Background: an optimization exercise with open tools, aiming at a short achievable clock period and few clock cycles per item. Do not read the settings as production practice.
Where RTL was checked, it was by simulation tests only, not by an equivalence proof against the original.
Power is estimated from default activity; no workload was simulated.

Setup of run 1:
==> flow/design.v <==
module ksih_keydec (
    input  wire [7:0] addr,
    output reg  [4:0] data
);
    always @(*) begin
        case (addr)
            8'hE7: data = 5'h00;
            8'h77: data = 5'h01;
            8'h7B: data = 5'h02;
            8'h7D: data = 5'h03;
            8'hB7: data = 5'h04;
            8'hBB: data = 5'h05;
            8'hBD: data = 5'h06;
            8'hD7: data = 5'h07;
            8'hDB: data = 5'h08;
            8'hDD: data = 5'h09;
            8'h7E: data = 5'h0A;
            8'hBE: data = 5'h0B;
            8'hDE: data = 5'h0C;
            8'hEE: data = 5'h0D;
            8'hED: data = 5'h0E;
            8'hEB: data = 5'h0F;
            default: data = 5'h10;
        endcase
    end
endmodule
module ksih (
    input  wire        clk,
    input  wire        rst,           
    output wire [3:0]  col_o,         
    input  wire [3:0]  row_i,         
    output wire [4:0]  out_o,         
    output wire        out_we_o,      
    input  wire        edge_i,        
    output wire        irq_o,         
    input  wire        invoke_i,      
    output wire        ret_o,         
    output wire        busy_o,        
    input  wire        hcmd_valid_i,  
    input  wire [10:0] hcmd_i,        
    output wire [7:0]  hrdata_o       
);
    localparam [3:0] PAT0 = 4'b1110, PAT1 = 4'b1101, PAT2 = 4'b1011,
                     PAT3 = 4'b0111;
    localparam [4:0] NOKEY_OUT = 5'h10;
    function [15:0] codes(input [3:0] c);
        case (c)
            PAT0:    codes = 16'hABCD;
            PAT1:    codes = 16'h369E;
            PAT2:    codes = 16'h258F;
            PAT3:    codes = 16'h1470;
            default: codes = 16'h0000;
        endcase
    endfunction
    reg [3:0] col_q;
    reg [4:0] out_q;
    reg       ier_q;
    reg       isr_q;
    reg       irq_q;       
    reg       busy_q;
    reg       early_q;
    reg [3:0] pre_row_q;
    reg [3:0] pre_col_q;
    reg       first_q;     
    reg       me_q;
    reg [4:0] mres_q;
    reg [7:0] hrdata_q;
    reg       out_we_q;
    reg       ret_q;
    reg       busy_oq;
    reg [3:0] col_oq;
    wire [4:0] pre_res;
    ksih_keydec u_keydec (
        .addr ({pre_row_q, pre_col_q}),
        .data (pre_res)
    );
    wire        pre_hit  = (pre_row_q == 4'b1110) || (pre_row_q == 4'b1101) ||
                           (pre_row_q == 4'b1011) || (pre_row_q == 4'b0111);
    wire        pre_ok   = !pre_res[4] || (pre_col_q == PAT3);
    wire        is_pat0  = (col_q == PAT0);
    wire        last     = (col_q == PAT3);
    wire [3:0]  rot      = {col_q[2:0], col_q[3]};
    wire [3:0]  miss_col = last ? col_q : rot;
    wire        miss_end = first_q ? ((pre_col_q == PAT1) && pre_hit) : me_q;
    wire [4:0]  miss_res = first_q ? pre_res : mres_q;
    wire        nlast    = (miss_col == PAT3);
    wire        nend_pre = pre_ok && ({miss_col[2:0], miss_col[3]} == pre_col_q);
    wire        me_d     = nlast || nend_pre;
    wire [4:0]  mres_d   = nend_pre ? pre_res : NOKEY_OUT;
    wire        first_d  = !busy_q;
    wire [15:0] cur_cr   = codes(col_q);
    wire [3:0]  col_d, col_od, pre_row_d, pre_col_d;
    wire [4:0]  out_d;
    wire [7:0]  hrdata_d;
    wire ier_d, isr_d, irq_d, busy_d, busy_od, early_d, out_we_d, ret_d;
    wire full = isr_q | edge_i;
    ksih_next_col u_col (
        .rst (rst), .row_i (row_i), .full (full), .invoke_i (invoke_i),
        .hcmd_valid_i (hcmd_valid_i), .hcmd_i (hcmd_i), .busy_q (busy_q),
        .early_q (early_q), .col_q (col_q), .is_pat0 (is_pat0),
        .miss_col (miss_col), .col_d (col_d)
    );
    ksih_next_col u_col_o (
        .rst (rst), .row_i (row_i), .full (full), .invoke_i (invoke_i),
        .hcmd_valid_i (hcmd_valid_i), .hcmd_i (hcmd_i), .busy_q (busy_q),
        .early_q (early_q), .col_q (col_q), .is_pat0 (is_pat0),
        .miss_col (miss_col), .col_d (col_od)
    );
    ksih_next_out u_out (
        .row_i (row_i), .invoke_i (invoke_i), .hcmd_valid_i (hcmd_valid_i),
        .hcmd_i (hcmd_i), .busy_q (busy_q), .early_q (early_q),
        .out_q (out_q), .cur_cr (cur_cr), .miss_res (miss_res),
        .out_d (out_d)
    );
    ksih_next_busy u_busy (
        .rst (rst), .row_i (row_i), .invoke_i (invoke_i), .busy_q (busy_q),
        .early_q (early_q), .miss_end (miss_end), .busy_d (busy_d)
    );
    ksih_next_busy u_busy_o (
        .rst (rst), .row_i (row_i), .invoke_i (invoke_i), .busy_q (busy_q),
        .early_q (early_q), .miss_end (miss_end), .busy_d (busy_od)
    );
    ksih_next_ret u_ret (
        .rst (rst), .row_i (row_i), .full (full), .invoke_i (invoke_i),
        .hcmd_valid_i (hcmd_valid_i), .hcmd_i (hcmd_i), .busy_q (busy_q),
        .early_q (early_q), .miss_end (miss_end), .ret_d (ret_d),
        .out_we_d (out_we_d), .early_d (early_d)
    );
    ksih_next_per u_per (
        .rst (rst), .row_i (row_i), .edge_i (edge_i), .invoke_i (invoke_i),
        .hcmd_valid_i (hcmd_valid_i), .hcmd_i (hcmd_i), .busy_q (busy_q),
        .col_q (col_q), .ier_q (ier_q), .isr_q (isr_q), .hrdata_q (hrdata_q),
        .pre_row_q (pre_row_q), .pre_col_q (pre_col_q), .ier_d (ier_d),
        .isr_d (isr_d), .irq_d (irq_d), .hrdata_d (hrdata_d),
        .pre_row_d (pre_row_d), .pre_col_d (pre_col_d)
    );
    always @(posedge clk) begin
        col_q     <= col_d;
        out_q     <= out_d;
        ier_q     <= ier_d;
        isr_q     <= isr_d;
        irq_q     <= irq_d;
        busy_q    <= busy_d;
        early_q   <= early_d;
        pre_row_q <= pre_row_d;
        pre_col_q <= pre_col_d;
        first_q   <= first_d;
        me_q      <= me_d;
        mres_q    <= mres_d;
        hrdata_q  <= hrdata_d;
        out_we_q  <= out_we_d;
        ret_q     <= ret_d;
        busy_oq   <= busy_od;
        col_oq    <= col_od;
    end
    assign col_o    = col_oq;
    assign out_o    = out_q;
    assign out_we_o = out_we_q;
    assign irq_o    = irq_q;
    assign ret_o    = ret_q;
    assign busy_o   = busy_oq;
    assign hrdata_o = hrdata_q;
endmodule
module ksih_next_col (
    input  wire        rst,
    input  wire [3:0]  row_i,
    input  wire        full,
    input  wire        invoke_i,
    input  wire        hcmd_valid_i,
    input  wire [10:0] hcmd_i,
    input  wire        busy_q,
    input  wire        early_q,
    input  wire [3:0]  col_q,
    input  wire        is_pat0,
    input  wire [3:0]  miss_col,
    output reg  [3:0]  col_d
);
    localparam [3:0] PAT0 = 4'b1110, PAT1 = 4'b1101;
    wire [3:0] m   = {row_i == 4'b0111, row_i == 4'b1011,
                      row_i == 4'b1101, row_i == 4'b1110};
    wire       hit = |m;
    always @(*) begin
        col_d = col_q;
        if (rst)
            col_d = 4'b1111;
        else if (busy_q) begin
            if (!early_q && !hit)
                col_d = miss_col;
        end else if (invoke_i) begin
            if (full)
                col_d = (is_pat0 && !hit) ? PAT1 : PAT0;
        end else if (hcmd_valid_i && hcmd_i[10:8] == 3'd0)    
            col_d = hcmd_i[3:0];
    end
endmodule
module ksih_next_out (
    input  wire [3:0]  row_i,
    input  wire        invoke_i,
    input  wire        hcmd_valid_i,
    input  wire [10:0] hcmd_i,
    input  wire        busy_q,
    input  wire        early_q,
    input  wire [4:0]  out_q,
    input  wire [15:0] cur_cr,
    input  wire [4:0]  miss_res,
    output reg  [4:0]  out_d
);
    wire [3:0] m   = {row_i == 4'b0111, row_i == 4'b1011,
                      row_i == 4'b1101, row_i == 4'b1110};
    wire       hit = |m;
    wire [3:0] code = ({4{m[0]}} & cur_cr[3:0])  | ({4{m[1]}} & cur_cr[7:4]) |
                      ({4{m[2]}} & cur_cr[11:8]) | ({4{m[3]}} & cur_cr[15:12]);
    always @(*) begin
        out_d = out_q;
        if (busy_q) begin
            if (!early_q)
                out_d = hit ? {1'b0, code} : miss_res;
        end else if (!invoke_i && hcmd_valid_i && hcmd_i[10:8] == 3'd2)   
            out_d = hcmd_i[4:0];
    end
endmodule
module ksih_next_busy (
    input  wire        rst,
    input  wire [3:0]  row_i,
    input  wire        invoke_i,
    input  wire        busy_q,
    input  wire        early_q,
    input  wire        miss_end,
    output wire        busy_d
);
    wire [3:0] m   = {row_i == 4'b0111, row_i == 4'b1011,
                      row_i == 4'b1101, row_i == 4'b1110};
    wire       hit = |m;
    assign busy_d = !rst && (busy_q ? (!early_q && !hit && !miss_end) : invoke_i);
endmodule
module ksih_next_ret (
    input  wire        rst,
    input  wire [3:0]  row_i,
    input  wire        full,
    input  wire        invoke_i,
    input  wire        hcmd_valid_i,
    input  wire [10:0] hcmd_i,
    input  wire        busy_q,
    input  wire        early_q,
    input  wire        miss_end,
    output wire        ret_d,
    output wire        out_we_d,
    output wire        early_d
);
    wire [3:0] m   = {row_i == 4'b0111, row_i == 4'b1011,
                      row_i == 4'b1101, row_i == 4'b1110};
    wire       hit = |m;
    wire done = hit || miss_end;         
    assign ret_d    = !rst && busy_q && (early_q || done);
    assign out_we_d = !rst && (busy_q ? (!early_q && done)
                                      : (!invoke_i && hcmd_valid_i &&
                                         hcmd_i[10:8] == 3'd2));    
    assign early_d  = busy_q ? early_q : !full;
endmodule
module ksih_next_per (
    input  wire        rst,
    input  wire [3:0]  row_i,
    input  wire        edge_i,
    input  wire        invoke_i,
    input  wire        hcmd_valid_i,
    input  wire [10:0] hcmd_i,
    input  wire        busy_q,
    input  wire [3:0]  col_q,
    input  wire        ier_q,
    input  wire        isr_q,
    input  wire [7:0]  hrdata_q,
    input  wire [3:0]  pre_row_q,
    input  wire [3:0]  pre_col_q,
    output reg         ier_d,
    output reg         isr_d,
    output wire        irq_d,
    output reg  [7:0]  hrdata_d,
    output wire [3:0]  pre_row_d,
    output wire [3:0]  pre_col_d
);
    localparam [2:0] OP_RDCMB = 3'd1, OP_ISTAT = 3'd3, OP_IDIS = 3'd4,
                     OP_ICLR  = 3'd5, OP_IEN   = 3'd6;
    wire [2:0] op  = hcmd_i[10:8];
    wire       a0  = hcmd_i[0];
    wire       full = isr_q | edge_i;
    assign pre_row_d = busy_q ? pre_row_q : row_i;
    assign pre_col_d = busy_q ? pre_col_q : col_q;
    assign irq_d     = ier_d & isr_d;
    always @(*) begin
        ier_d    = ier_q;
        isr_d    = isr_q | edge_i;
        hrdata_d = hrdata_q;
        if (busy_q) ;
        else if (invoke_i) begin
            ier_d = full;
            isr_d = 1'b0;
        end else if (hcmd_valid_i) begin
            case (op)
                OP_RDCMB: hrdata_d = {row_i, col_q};
                OP_ISTAT: hrdata_d = {7'b0, isr_q};
                OP_IDIS:  if (a0) ier_d = 1'b0;
                OP_ICLR:  if (a0) isr_d = edge_i;
                OP_IEN:   if (a0) ier_d = 1'b1;
                default:  ;
            endcase
        end
        if (rst) begin
            ier_d    = 1'b0;
            isr_d    = 1'b0;
            hrdata_d = 8'h00;
        end
    end
endmodule
make LEC_CHECK=0 ABC_AREA=1 CAP_MARGIN=20 CORE_MARGIN=2 CORE_UTILIZATION=40 SETUP_SLACK_MARGIN=3.5 SLEW_MARGIN=20 SYNTH_HIERARCHICAL=1 SYNTH_MINIMUM_KEEP_SIZE=0 finish   # period 5.0 ns
run.sh (not shown) runs the stock make flow with config.mk's settings and CLKGATE_MAP_FILE= SYNTH_SCRIPT=/design/flow/synth_recipe.tcl, a recipe that flattens the netlist after the stock synthesis.
Testbench counts of run 1, summed over its fixed seeds: cycles 10,537, runs 3,200.
diff inputs: run 1 => run 2
-- flow/design.v --
<<< run 1, line 68
    reg       out_we_q;
    reg       ret_q;
    reg       busy_oq;
    reg [3:0] col_oq;
    wire [4:0] pre_res;
    ksih_keydec u_keydec (
>>> run 2, line 68
    reg       out_we_q;
    reg       ret_q;
    reg [7:0] hrdata_oq;
    reg       busy_oq;
    reg [3:0] col_oq;
    reg [4:0] out_oq;
    wire [4:0] pre_res;
    ksih_keydec u_keydec (
<<< run 1, line 91
    wire [15:0] cur_cr   = codes(col_q);
    wire [3:0]  col_d, col_od, pre_row_d, pre_col_d;
    wire [4:0]  out_d;
    wire [7:0]  hrdata_d;
    wire ier_d, isr_d, irq_d, busy_d, busy_od, early_d, out_we_d, ret_d;
    wire full = isr_q | edge_i;
>>> run 2, line 93
    wire [15:0] cur_cr   = codes(col_q);
    wire [3:0]  col_d, col_od, pre_row_d, pre_col_d;
    wire [4:0]  out_d, out_od;
    wire [7:0]  hrdata_d, hrdata_od;
    wire ier_d, isr_d, irq_d, busy_d, busy_od, early_d, out_we_d, ret_d;
    wire full = isr_q | edge_i;
<<< run 1, line 112
        .out_q (out_q), .cur_cr (cur_cr), .miss_res (miss_res),
        .out_d (out_d)
    );
    ksih_next_busy u_busy (
>>> run 2, line 114
        .out_q (out_q), .cur_cr (cur_cr), .miss_res (miss_res),
        .out_d (out_d)
    );
    ksih_next_out u_out_o (
        .row_i (row_i), .invoke_i (invoke_i), .hcmd_valid_i (hcmd_valid_i),
        .hcmd_i (hcmd_i), .busy_q (busy_q), .early_q (early_q),
        .out_q (out_q), .cur_cr (cur_cr), .miss_res (miss_res),
        .out_d (out_od)
    );
    ksih_next_busy u_busy (
<<< run 1, line 135
        .pre_row_d (pre_row_d), .pre_col_d (pre_col_d)
    );
    always @(posedge clk) begin
        col_q     <= col_d;
>>> run 2, line 143
        .pre_row_d (pre_row_d), .pre_col_d (pre_col_d)
    );
    ksih_next_per u_per_o (
        .rst (rst), .row_i (row_i), .edge_i (edge_i), .invoke_i (invoke_i),
        .hcmd_valid_i (hcmd_valid_i), .hcmd_i (hcmd_i), .busy_q (busy_q),
        .col_q (col_q), .ier_q (ier_q), .isr_q (isr_q), .hrdata_q (hrdata_q),
        .pre_row_q (pre_row_q), .pre_col_q (pre_col_q), .ier_d (),
        .isr_d (), .irq_d (), .hrdata_d (hrdata_od),
        .pre_row_d (), .pre_col_d ()
    );
    always @(posedge clk) begin
        col_q     <= col_d;
<<< run 1, line 151
        out_we_q  <= out_we_d;
        ret_q     <= ret_d;
        busy_oq   <= busy_od;
        col_oq    <= col_od;
    end
    assign col_o    = col_oq;
    assign out_o    = out_q;
    assign out_we_o = out_we_q;
    assign irq_o    = irq_q;
    assign ret_o    = ret_q;
    assign busy_o   = busy_oq;
    assign hrdata_o = hrdata_q;
endmodule
module ksih_next_col (
>>> run 2, line 167
        out_we_q  <= out_we_d;
        ret_q     <= ret_d;
        hrdata_oq <= hrdata_od;
        busy_oq   <= busy_od;
        col_oq    <= col_od;
        out_oq    <= out_od;
    end
    assign col_o    = col_oq;
    assign out_o    = out_oq;
    assign out_we_o = out_we_q;
    assign irq_o    = irq_q;
    assign ret_o    = ret_q;
    assign busy_o   = busy_oq;
    assign hrdata_o = hrdata_oq;
endmodule
module ksih_next_col (
### Flow results
Run 2 ends up with a worst hold slack that is 0.012 ns lower than in run 1. out_oq[2] as the worst setup path endpoint was reported by run 2, and hrdata_o[3] by run 1. Delta (run 2 minus run 1): first-pass GRT wire length grew by 31%; worst setup slack grew by 0.0078 ns. Run comparison: run 2 type of the worst setup path input port to register; run 1 type of the worst setup path register to primary output. Against run 1, width of the chip in run 2 rose by more than 10%. Total power ends up higher on run 2. In the metrics for run 1 and run 2, the one carrying the lower clock-buffer cell count is run 1. Relative to run 1, total global-route track usage increased by 0.42 points in run 2.
For run 2, only the layout was checked, not whether the RTL still works.

[separate check: timing with driven ports]
Ports are ideal in the flow. The routed layouts listed here were re-timed in OpenROAD.
Step 1 (the two cells are an assumption about what drives the block):
set clk [get_ports {clk}]
set_driving_cell -lib_cell sky130_fd_sc_hd__clkbuf_16 $clk
set_driving_cell -lib_cell sky130_fd_sc_hd__buf_2 [delete_from_list [all_inputs] $clk]
Step 2 moves the port delays by t, midway between the first and last clock arrival at a register: inputs arrive t later, outputs are due t later. That takes back most of the time a late clock gives input paths.
a / b / c = ideal / step 1 / step 2; a / b = the first two.
run	shift t [ns]	setup WS [ns]	clock arrival spread, ns
run 1	0.340	3.218 / 3.187 / 2.967	0.008 / 0.008
run 2	0.364	3.226 / 3.197 / 2.843	0.005 / 0.005
After both steps setup and hold are still met in every run listed. For run 2, which loses most, drivers alone change the setup slack by -0.029 ns; drivers and shift together by -0.383 ns.
